This design comes from an exercise in tuning for small area, a short achievable clock period and few clock cycles per item on the open sky130 flow, not from production work. Power and IR drop assume default switching activity.

==> job 467 <==
==> flow/design.v <==
module sk_derive (
    input  wire [63:0] mk,
    input  wire [3:0]  idx,
    input  wire        en,
    output wire [63:0] sk
);
    function integer cum;             
        input integer r;
        begin
            case (r)
                0: cum = 1;   1: cum = 2;   2: cum = 4;   3: cum = 6;
                4: cum = 8;   5: cum = 10;  6: cum = 12;  7: cum = 14;
                8: cum = 15;  9: cum = 17;  10: cum = 19; 11: cum = 21;
                12: cum = 23; 13: cum = 25; 14: cum = 27; default: cum = 28;
            endcase
        end
    endfunction
    wire [15:0] oh;                   
    genvar r, i;
    generate
        for (r = 0; r < 16; r = r + 1) begin : g_dec
            assign oh[r] = en & (idx == r);
        end
    endgenerate
    reg [31:0] hrot, lrot;
    reg [17:0] k;
    integer b, q;
    always @(*) begin
        hrot = 32'd0;
        lrot = 32'd0;
        k    = 18'd0;
        for (q = 0; q < 16; q = q + 1) begin
            for (b = 0; b < 32; b = b + 1) begin
                hrot[b] = hrot[b] | (oh[q] & mk[32 + (b - cum(q) + 32) % 32]);
                lrot[b] = lrot[b] | (oh[q] & mk[(b - cum(q) + 32) % 32]);
            end
            k = k | ({18{oh[q]}} & (12345 * q));
        end
    end
    wire [63:0] comb = {hrot, lrot};
    wire [63:0] perm;
    generate
        for (i = 0; i < 64; i = i + 1) begin : g_bit
            assign perm[i] = comb[i] ^ comb[63 - i];
        end
    endgenerate
    reg [17:0] g, p;
    integer d, j;
    always @(*) begin
        g = perm[17:0] & k;
        p = perm[17:0] ^ k;
        for (d = 1; d < 18; d = d * 2)
            for (j = 17; j >= d; j = j - 1) begin
                g[j] = g[j] | (p[j] & g[j - d]);
                p[j] = p[j] & p[j - d];
            end
    end
    wire [17:0] lo = perm[17:0] ^ k ^ {g[16:0], 1'b0};
    wire        c18 = g[17];
    reg [45:0] ones;
    always @(*) begin
        ones = {perm[62:18], 1'b1};
        for (d = 1; d < 46; d = d * 2)
            for (j = 45; j >= d; j = j - 1)
                ones[j] = ones[j] & ones[j - d];
    end
    assign sk = {perm[63:18] ^ (ones & {46{c18}}), lo};
endmodule
module sk_div_mid #(parameter integer K = 5) (
    input  wire [15:0]  rem_in,
    input  wire [K-1:0] bits,
    input  wire [15:0]  d,           
    output wire [15:0]  rem_out,
    output wire [K-1:0] q
);
    wire [15:0] r [0:K];
    assign r[0] = rem_in;
    genvar j;
    generate
        for (j = 0; j < K; j = j + 1) begin : g_step
            wire [16:0] trial = {r[j], bits[K-1-j]};
            wire [16:0] sum;
            wire        ge;                                  
            sk_ks #(.N(17)) u_add (.a(trial), .b({1'b1, ~d}), .sum(sum), .cout(ge));
            assign r[j+1]   = ge ? sum[15:0] : trial[15:0];
            assign q[K-1-j] = ge;
        end
    endgenerate
    assign rem_out = r[K];
endmodule
module sk_ks #(parameter integer N = 16) (
    input  wire [N-1:0] a,
    input  wire [N-1:0] b,
    output wire [N-1:0] sum,
    output wire         cout
);
    reg [N-1:0] g, p;
    integer d, i;
    always @(*) begin
        g = a & b;
        p = a ^ b;
        for (d = 1; d < N; d = d * 2)
            for (i = N - 1; i >= d; i = i - 1) begin
                g[i] = g[i] | (p[i] & g[i - d]);
                p[i] = p[i] & p[i - d];
            end
    end
    assign sum  = a ^ b ^ {g[N-2:0], 1'b0};
    assign cout = g[N-1];
endmodule
module sk_div_wide (
    input  wire [63:0] rem_in,
    input  wire        bit_in,
    input  wire [63:0] d,            
    output wire [63:0] rem_out
);
    wire [64:0] trial = {rem_in, bit_in};
    wire [64:0] sum;
    wire        ge;                                        
    sk_add #(.N(65)) u_add (.a(trial), .b({1'b1, ~d}), .cin(1'b0), .sum(sum), .cout(ge));
    assign rem_out = ge ? sum[63:0] : trial[63:0];
endmodule
module sk_add #(parameter integer N = 64) (
    input  wire [N-1:0] a,
    input  wire [N-1:0] b,
    input  wire         cin,
    output wire [N-1:0] sum,
    output wire         cout
);
    function integer top_pow2;       
        input integer n;
        begin
            top_pow2 = 1;
            while (top_pow2 * 2 < n) top_pow2 = top_pow2 * 2;
        end
    endfunction
    localparam integer DTOP = top_pow2(N);
    reg [N-1:0] g, p, p0;
    integer i, d;
    always @(*) begin
        p0 = a ^ b;
        g  = a & b;
        p  = p0;
        g[0] = g[0] | (p0[0] & cin);
        for (d = 1; d < N; d = d * 2)
            for (i = 2 * d - 1; i < N; i = i + 2 * d) begin
                g[i] = g[i] | (p[i] & g[i - d]);
                p[i] = p[i] & p[i - d];
            end
        for (d = DTOP; d >= 1; d = d / 2)
            for (i = 3 * d - 1; i < N; i = i + 2 * d) begin
                g[i] = g[i] | (p[i] & g[i - d]);
                p[i] = p[i] & p[i - d];
            end
    end
    assign sum  = p0 ^ {g[N-2:0], cin};
    assign cout = g[N-1];
endmodule
module sk_unit (
    input  wire         clk,
    input  wire         rst,           
    input  wire         cmd_valid,
    output wire         cmd_ready,
    input  wire [63:0]  cmd_word,
    input  wire [63:0]  key_in,
    input  wire [63:0]  min_in,
    input  wire [63:0]  max_in,
    input  wire [63:0]  px_in,
    input  wire [63:0]  now_us,
    output reg          done,
    output reg  [3:0]   errcode,
    output reg          init,
    output reg  [3:0]   cursor,
    output reg  [63:0]  master,
    output wire [63:0]  result,
    output reg  [63:0]  px_out,
    input  wire [3:0]   sk_idx,
    output wire [63:0]  subkey
);
    localparam integer KM   = 3;                        
    localparam integer NDIG = (64 + KM - 1) / KM;       
    localparam integer PAD  = KM * NDIG - 64;           
    localparam integer I1   = 2;                        
    localparam integer I2   = 4;
    localparam integer I3   = 5;
    localparam integer M1   = KM * I1 - PAD;            
    localparam integer M2   = KM * I2 - PAD;
    localparam integer M3   = KM * I3 - PAD;
    localparam integer MT   = ((9 + KM - 1 + PAD) / KM) * KM - PAD;   
    localparam integer MTT  = (MT > 9) ? MT - KM : MT;
    localparam [7:0] OP_INIT  = 8'h11;
    localparam [7:0] OP_INITT = 8'h12;
    localparam [7:0] OP_RAW   = 8'h13;
    localparam [7:0] OP_RANGE = 8'h14;
    localparam [7:0] OP_ROTL  = 8'h21;
    localparam [7:0] OP_BRX   = 8'h22;
    localparam [3:0] E_OK      = 4'd0;
    localparam [3:0] E_INVALID = 4'd1;
    localparam [3:0] E_NOINIT  = 4'd2;
    localparam [3:0] E_ILLEGAL = 4'd3;
    localparam [1:0] S_IDLE = 2'd0;
    localparam [1:0] S_RAW  = 2'd1;    
    localparam [1:0] S_LOAD = 2'd2;    
    localparam [1:0] S_DIV  = 2'd3;
    reg [1:0]  state;
    reg        is_t;                   
    reg        wide;                   
    reg [5:0]  cnt;                    
    reg [63:0] base;                   
    reg [63:0] rem;
    reg [63:0] dm1;                    
    reg        dneg;                   
    reg [4:0]  nb;                     
    assign cmd_ready = (state == S_IDLE);
    sk_add #(.N(64)) u_res (.a(base), .b(rem), .cin(1'b0), .sum(result), .cout());
    function [63:0] brx64;
        input [63:0] v;
        integer k;
        begin
            for (k = 0; k < 64; k = k + 1)
                brx64[k] = v[k] ^ v[63 - k];
        end
    endfunction
    wire [3:0]  d_idx = (state == S_IDLE) ? sk_idx : cursor;
    wire [63:0] d_sk;
    sk_derive u_derive (.mk(master), .idx(d_idx), .en(init), .sk(d_sk));
    assign subkey = d_sk;
    wire [63:0] raw_value = brx64(d_sk);
    wire [7:0]  op  = cmd_word[7:0];
    wire [7:0]  sub = cmd_word[15:8];
    wire [15:0] imm = cmd_word[31:16];
    wire [31:0] rsv = cmd_word[63:32];
    wire base_ok  = (rsv == 32'd0) && (sub == 8'd0);
    wire plain    = base_ok && (imm == 16'd0);
    wire is_init  = plain && (op == OP_INIT);
    wire is_initt = plain && (op == OP_INITT);
    wire is_raw   = plain && (op == OP_RAW);
    wire is_range = plain && (op == OP_RANGE);
    wire is_brx   = plain && (op == OP_BRX);
    wire is_rotl  = base_ok && (op == OP_ROTL);
    wire legal    = is_init | is_initt | is_raw | is_range | is_brx | is_rotl;
    wire [64:0] diff;
    sk_add #(.N(65)) u_diff (.a({max_in[63], max_in}), .b(~{min_in[63], min_in}), .cin(1'b1),
                             .sum(diff), .cout());
    wire shamt_bad = imm > 16'd32;
    reg [3:0] code;
    always @(*) begin
        if (!legal)                                code = E_ILLEGAL;
        else if ((is_raw || is_range) && !init)    code = E_NOINIT;
        else if (is_rotl && shamt_bad)            code = E_INVALID;
        else                                       code = E_OK;
    end
    wire ok = (code == E_OK);
    wire [63:0] rot_pair = {px_in[31:0], px_in[31:0]} << imm[5:0];
    wire        n_wide = |dm1[63:16];
    reg  [1:0]  n_skip;
    always @(*) begin
        if (n_wide)
            n_skip = (|dm1[63:56]) ? 2'd3 : (|dm1[63:48]) ? 2'd2 :
                     (|dm1[63:32]) ? 2'd1 : 2'd0;
        else
            n_skip = (dm1[15:0] >= (1 << M3) - 1) ? 2'd3 : (dm1[15:0] >= (1 << M2) - 1) ? 2'd2 :
                     (dm1[15:0] >= (1 << M1) - 1) ? 2'd1 : 2'd0;
    end
    wire [64+PAD:0] r_ext = {{PAD{1'b0}}, raw_value, 1'b0};
    reg [63:0] rem_load;
    reg [5:0]  cnt_load;
    always @(*) begin
        if (n_wide)
            case (n_skip)
                2'd0: begin rem_load = {48'd0, raw_value[63:48]}; cnt_load = 6'd16; end
                2'd1: begin rem_load = {32'd0, raw_value[63:32]}; cnt_load = 6'd32; end
                2'd2: begin rem_load = {16'd0, raw_value[63:16]}; cnt_load = 6'd48; end
                default: begin rem_load = {8'd0, raw_value[63:8]}; cnt_load = 6'd56; end
            endcase
        else
            case (n_skip)
                2'd0: begin rem_load = 64'd0;                 cnt_load = 6'd0; end
                2'd1: begin rem_load = raw_value >> (64 - M1); cnt_load = I1; end
                2'd2: begin rem_load = raw_value >> (64 - M2); cnt_load = I2; end
                default: begin rem_load = raw_value >> (64 - M3); cnt_load = I3; end
            endcase
    end
    wire [5:0] nxt = (state == S_LOAD) ? cnt_load : cnt + 6'd1;
    reg  [4:0] nb_nx;
    always @(*) begin
        if ((state == S_LOAD) ? n_wide : wide)
            nb_nx = {raw_value[~nxt], 4'd0};
        else
            nb_nx = r_ext[64 + PAD - KM * nxt[4:0] -: KM] << (5 - KM);
    end
    wire [KM-1:0] digit = is_t ? master[63 -: KM] : nb[4 -: KM];
    wire [15:0] mid_rem;
    wire [KM-1:0] mid_q;
    sk_div_mid #(.K(KM)) u_mid (.rem_in(rem[15:0]), .bits(digit), .d(dm1[15:0]),
                               .rem_out(mid_rem), .q(mid_q));
    wire [63:0] wide_rem;
    sk_div_wide u_wide (.rem_in(rem), .bit_in(nb[4]), .d(dm1), .rem_out(wide_rem));
    wire last = wide ? (cnt == 6'd63) : (cnt == NDIG - 1);
    always @(posedge clk) begin
        if (rst) begin
            state   <= S_IDLE;
            done    <= 1'b0;
            errcode <= 4'd0;
            init    <= 1'b0;
            cursor  <= 4'd0;
            master  <= 64'd0;
            base    <= 64'd0;
            rem     <= 64'd0;
            px_out  <= 64'd0;
        end else begin
            done <= 1'b0;
            case (state)
                S_IDLE: begin
                    if (cmd_valid) begin
                        errcode <= code;
                        if (ok && is_raw) begin
                            state <= S_RAW;
                        end else if (ok && is_range) begin
                            if (!diff[64]) base <= min_in;
                            dm1   <= diff[63:0];
                            dneg  <= diff[64];
                            is_t  <= 1'b0;
                            state <= S_LOAD;
                        end else if (ok && is_initt) begin
                            master <= now_us << MTT;
                            rem    <= now_us >> (64 - MTT);
                            dm1    <= 64'd999;
                            wide   <= 1'b0;
                            is_t   <= 1'b1;
                            cnt    <= (MTT + PAD) / KM;
                            state  <= S_DIV;
                        end else begin
                            done <= 1'b1;
                            if (ok && is_init) begin
                                master <= key_in;
                                cursor <= 4'd0;
                                base   <= 64'd0;
                                rem    <= 64'd0;
                                init   <= 1'b1;
                            end
                            if (ok && is_rotl) px_out <= {32'd0, rot_pair[63:32]};
                            if (ok && is_brx)  px_out <= brx64(px_in);
                        end
                    end
                end
                S_RAW: begin
                    base   <= raw_value;
                    rem    <= 64'd0;
                    cursor <= cursor + 4'd1;
                    done   <= 1'b1;
                    state  <= S_IDLE;
                end
                S_LOAD: begin
                    if (dneg) begin
                        errcode <= E_INVALID;
                        done    <= 1'b1;
                        state   <= S_IDLE;
                    end else begin
                        rem   <= rem_load;
                        nb    <= nb_nx;
                        cnt   <= cnt_load;
                        wide  <= n_wide;
                        state <= S_DIV;
                    end
                end
                default: begin
                    rem <= wide ? wide_rem : {48'd0, mid_rem};
                    nb  <= nb_nx;
                    cnt <= cnt + 6'd1;
                    if (is_t) master <= {master[63-KM:0], mid_q};
                    if (last) begin
                        done  <= 1'b1;
                        state <= S_IDLE;
                        if (is_t) begin
                            cursor <= 4'd0;
                            base   <= 64'd0;
                            rem    <= 64'd0;
                            init   <= 1'b1;
                        end else begin
                            cursor <= cursor + 4'd1;
                        end
                    end
                end
            endcase
        end
    end
endmodule
==> flow/run.sh <==
#!/bin/bash
# synth_recipe.tcl (not shown) runs the flow's synth.tcl, then flattens the netlist and writes it again
# the make line also repeats each setting of config.mk as NAME=value (left out here)
make -C /OpenROAD-flow-scripts/flow DESIGN_CONFIG=/design/flow/config.mk WORK_HOME=/design/flow/orfs CLKGATE_MAP_FILE= SYNTH_SCRIPT=/design/flow/synth_recipe.tcl finish
==> flow/config.mk <==
export PLATFORM = sky130hd
export DESIGN_NAME = sk_unit
export DESIGN_NICKNAME = sk_unit
export VERILOG_FILES = /design/flow/design.v
export SDC_FILE = /design/flow/constraint.sdc
export NUM_CORES = 4
export LEC_CHECK = 0
export CAP_MARGIN = 40
export CORE_MARGIN = 2
export CORE_UTILIZATION = 22
export GPL_ROUTABILITY_DRIVEN = 1
export PLACE_DENSITY = 0.32
export SLEW_MARGIN = 40
export SYNTH_HIERARCHICAL = 1
export SYNTH_MINIMUM_KEEP_SIZE = 0
==> flow/constraint.sdc <==
create_clock -name core_clock -period 8.0 [get_ports {clk}]
set_input_delay 1.6000 -clock core_clock [delete_from_list [all_inputs] [get_ports {clk}]]
set_output_delay 1.6000 -clock core_clock [all_outputs]
set_load 0.01 [all_outputs]
==> inputs of job 2771, as changes to job 467 <==
--- a/flow/design.v
+++ b/flow/design.v
@@ -2,3 +2,5 @@
     input  wire [63:0] mk,
-    input  wire [3:0]  idx,
+    input  wire [3:0]  idx,          
+    input  wire [3:0]  idx2,         
+    input  wire        sel,
     input  wire        en,
@@ -21,3 +23,3 @@
         for (r = 0; r < 16; r = r + 1) begin : g_dec
-            assign oh[r] = en & (idx == r);
+            assign oh[r] = en & (sel ? (idx == r) : (idx2 == r));
         end
@@ -46,25 +48,22 @@
     endgenerate
-    reg [17:0] g, p;
+    wire [17:0] lo;
+    wire        c18;
+    sk_ks #(.N(18)) u_lo (.a(perm[17:0]), .b(k), .sum(lo), .cout(c18));
+    wire [45:0] ones;
+    sk_andpre #(.N(46)) u_ones (.x({perm[62:18], 1'b1}), .y(ones));
+    assign sk = {perm[63:18] ^ (ones & {46{c18}}), lo};
+endmodule
+module sk_andpre #(parameter integer N = 16) (
+    input  wire [N-1:0] x,
+    output reg  [N-1:0] y
+);
     integer d, j;
     always @(*) begin
-        g = perm[17:0] & k;
-        p = perm[17:0] ^ k;
-        for (d = 1; d < 18; d = d * 2)
-            for (j = 17; j >= d; j = j - 1) begin
-                g[j] = g[j] | (p[j] & g[j - d]);
-                p[j] = p[j] & p[j - d];
-            end
-    end
-    wire [17:0] lo = perm[17:0] ^ k ^ {g[16:0], 1'b0};
-    wire        c18 = g[17];
-    reg [45:0] ones;
-    always @(*) begin
-        ones = {perm[62:18], 1'b1};
-        for (d = 1; d < 46; d = d * 2)
-            for (j = 45; j >= d; j = j - 1)
-                ones[j] = ones[j] & ones[j - d];
+        y = x;
+        for (d = 1; d < N; d = d * 2)
+            for (j = N - 1; j >= d; j = j - 1)
+                y[j] = y[j] & y[j - d];
     end
-    assign sk = {perm[63:18] ^ (ones & {46{c18}}), lo};
 endmodule
-module sk_div_mid #(parameter integer K = 5) (
+module sk_div_mid #(parameter integer K = 8) (      
     input  wire [15:0]  rem_in,
@@ -72,2 +71,4 @@
     input  wire [15:0]  d,           
+    input  wire [16:0]  m2,          
+    input  wire [17:0]  m3,          
     output wire [15:0]  rem_out,
@@ -75,3 +76,3 @@
 );
-    wire [15:0] r [0:K];
+    wire [15:0] r [0:K/2];
     assign r[0] = rem_in;
@@ -79,12 +80,17 @@
     generate
-        for (j = 0; j < K; j = j + 1) begin : g_step
-            wire [16:0] trial = {r[j], bits[K-1-j]};
-            wire [16:0] sum;
-            wire        ge;                                  
-            sk_ks #(.N(17)) u_add (.a(trial), .b({1'b1, ~d}), .sum(sum), .cout(ge));
-            assign r[j+1]   = ge ? sum[15:0] : trial[15:0];
-            assign q[K-1-j] = ge;
+        for (j = 0; j < K / 2; j = j + 1) begin : g_step
+            wire [17:0] t = {r[j], bits[K-1-2*j], bits[K-2-2*j]};
+            wire [17:0] s1, s2, s3;
+            wire        ge1, ge2, ge3;                       
+            sk_ks #(.N(18)) u_a1 (.a(t), .b(~{2'b00, d}), .sum(s1), .cout(ge1));
+            sk_ks #(.N(18)) u_a2 (.a(t), .b(~{1'b0, m2}), .sum(s2), .cout(ge2));
+            sk_ks #(.N(18)) u_a3 (.a(t), .b(~m3),         .sum(s3), .cout(ge3));
+            wire p3 = ge3, p2 = ge2 & ~ge3, p1 = ge1 & ~ge2, p0 = ~ge1;
+            assign r[j+1] = ({16{p3}} & s3[15:0]) | ({16{p2}} & s2[15:0]) |
+                            ({16{p1}} & s1[15:0]) | ({16{p0}} & t[15:0]);
+            assign q[K-1-2*j] = ge2;
+            assign q[K-2-2*j] = ge3 | (ge1 & ~ge2);
         end
     endgenerate
-    assign rem_out = r[K];
+    assign rem_out = r[K/2];
 endmodule
@@ -179,8 +185,8 @@
 );
-    localparam integer KM   = 3;                        
+    localparam integer KM   = 6;                        
     localparam integer NDIG = (64 + KM - 1) / KM;       
     localparam integer PAD  = KM * NDIG - 64;           
-    localparam integer I1   = 2;                        
-    localparam integer I2   = 4;
-    localparam integer I3   = 5;
+    localparam integer I1   = 1;                        
+    localparam integer I2   = 2;
+    localparam integer I3   = 3;
     localparam integer M1   = KM * I1 - PAD;            
@@ -212,3 +218,5 @@
     reg        dneg;                   
-    reg [4:0]  nb;                     
+    reg [KM-1:0] nb;                   
+    reg [16:0] m2;                     
+    reg [17:0] m3;
     assign cmd_ready = (state == S_IDLE);
@@ -223,5 +231,5 @@
     endfunction
-    wire [3:0]  d_idx = (state == S_IDLE) ? sk_idx : cursor;
     wire [63:0] d_sk;
-    sk_derive u_derive (.mk(master), .idx(d_idx), .en(init), .sk(d_sk));
+    sk_derive u_derive (.mk(master), .idx(sk_idx), .idx2(cursor), .sel(state == S_IDLE),
+                        .en(init), .sk(d_sk));
     assign subkey = d_sk;
@@ -253,3 +261,3 @@
     wire ok = (code == E_OK);
-    wire [63:0] rot_pair = {px_in[31:0], px_in[31:0]} << imm[5:0];
+    wire [63:0] rot_pair = {px_in[31:0], px_in[31:0]} << imm[4:0];    
     wire        n_wide = |dm1[63:16];
@@ -264,3 +272,3 @@
     end
-    wire [64+PAD:0] r_ext = {{PAD{1'b0}}, raw_value, 1'b0};
+    wire [64+PAD:0] r_ext = {raw_value, 1'b0};
     reg [63:0] rem_load;
@@ -284,16 +292,16 @@
     wire [5:0] nxt = (state == S_LOAD) ? cnt_load : cnt + 6'd1;
-    reg  [4:0] nb_nx;
+    reg  [KM-1:0] nb_nx;
     always @(*) begin
         if ((state == S_LOAD) ? n_wide : wide)
-            nb_nx = {raw_value[~nxt], 4'd0};
+            nb_nx = {raw_value[~nxt], {(KM-1){1'b0}}};
         else
-            nb_nx = r_ext[64 + PAD - KM * nxt[4:0] -: KM] << (5 - KM);
+            nb_nx = r_ext[64 + PAD - KM * nxt[4:0] -: KM];
     end
-    wire [KM-1:0] digit = is_t ? master[63 -: KM] : nb[4 -: KM];
+    wire [KM-1:0] digit = is_t ? master[63 -: KM] : nb;
     wire [15:0] mid_rem;
     wire [KM-1:0] mid_q;
-    sk_div_mid #(.K(KM)) u_mid (.rem_in(rem[15:0]), .bits(digit), .d(dm1[15:0]),
+    sk_div_mid #(.K(KM)) u_mid (.rem_in(rem[15:0]), .bits(digit), .d(dm1[15:0]), .m2(m2), .m3(m3),
                                .rem_out(mid_rem), .q(mid_q));
     wire [63:0] wide_rem;
-    sk_div_wide u_wide (.rem_in(rem), .bit_in(nb[4]), .d(dm1), .rem_out(wide_rem));
+    sk_div_wide u_wide (.rem_in(rem), .bit_in(nb[KM-1]), .d(dm1), .rem_out(wide_rem));
     wire last = wide ? (cnt == 6'd63) : (cnt == NDIG - 1);
@@ -328,2 +336,4 @@
                             dm1    <= 64'd999;
+                            m2     <= 17'd1999;
+                            m3     <= 18'd2999;
                             wide   <= 1'b0;
@@ -360,2 +370,4 @@
                         rem   <= rem_load;
+                        m2    <= {dm1[15:0], 1'b1};
+                        m3    <= {2'b00, dm1[15:0]} + {1'b0, dm1[15:0], 1'b0} + 18'd2;
                         nb    <= nb_nx;
Settings changed: CORE_UTILIZATION 22 to 45, PLACE_DENSITY 0.32 to 0.6.
==> summary of the runs <==
Against job 2771, the cell area of job 467 is smaller by 15%. Job 467 finished with setup timing left. Job 2771 finished with setup timing left. Between job 2771 and job 467, the lower clock skew is in job 467 (gap 0.036 ns). Between job 467 and job 2771, the lower via count is in job 467 (gap about 20%, measured against job 2771). Of job 467 and job 2771, job 2771 has the higher final cell count (gap 3.4%, measured against job 2771). Synthesized cell count: job 2771 is higher than job 467 (19%).
==> figures <==
Result of the run: job 2771 complete, but fails checks; job 467 complete, but fails checks
Violated checks: job 2771 setup timing; job 467 setup timing
CTS clock-pin slew for the worst setup and hold paths: job 2771 0.07 ns; job 467 0.06 ns
Count of yosys warnings during synthesis: job 2771 13; job 467 12
Minimum setup slack after placement: job 2771 -1.17 ns; job 467 -1.43 ns
# resized after CTS: job 2771 405; job 467 323
Register fraction of the total cell area: job 2771 0.110; job 467 0.113
Max rail drop VDD: job 2771 0.809 mV; job 467 0.336 mV
Total power per unit cell area: job 2771 387 nW/um2; job 467 344 nW/um2
Peak per-stage delay on the critical path: job 2771 0.42 ns; job 467 0.55 ns
Placeable core area: job 2771 123,000 um2; job 467 207,000 um2
Category of the critical setup timing path: job 2771 reg2reg; job 467 in2out
Function was not checked in any run of this note: the RTL went through the layout flow alone.

-- afterwards: timing with drivers on the ports --
How much do the figures lean on ideal ports? The routed layouts below were timed once more, with nothing changed but the port constraints. Step 1 assumes that a clkbuf_16 drives the clock port and a buf_2 every other input. Step 2, shift: input delay + t, output delay - t, t = (earliest + latest rising clock arrival at the registers) / 2. This alone moves slack from input paths to output paths. a / b / c = no drivers / after step 1 / after step 2; a / b = the first two.
run	t (ns)	setup slack, ns	worst setup path after step 2
job 467	0.774	-0.190 / -0.243 / -0.727	input to register
job 2771	0.693	-0.107 / -0.107 / -0.538	input to register
The setup slack of job 467, which loses most, moves by -0.053 ns with the drivers and by -0.537 ns with both steps.
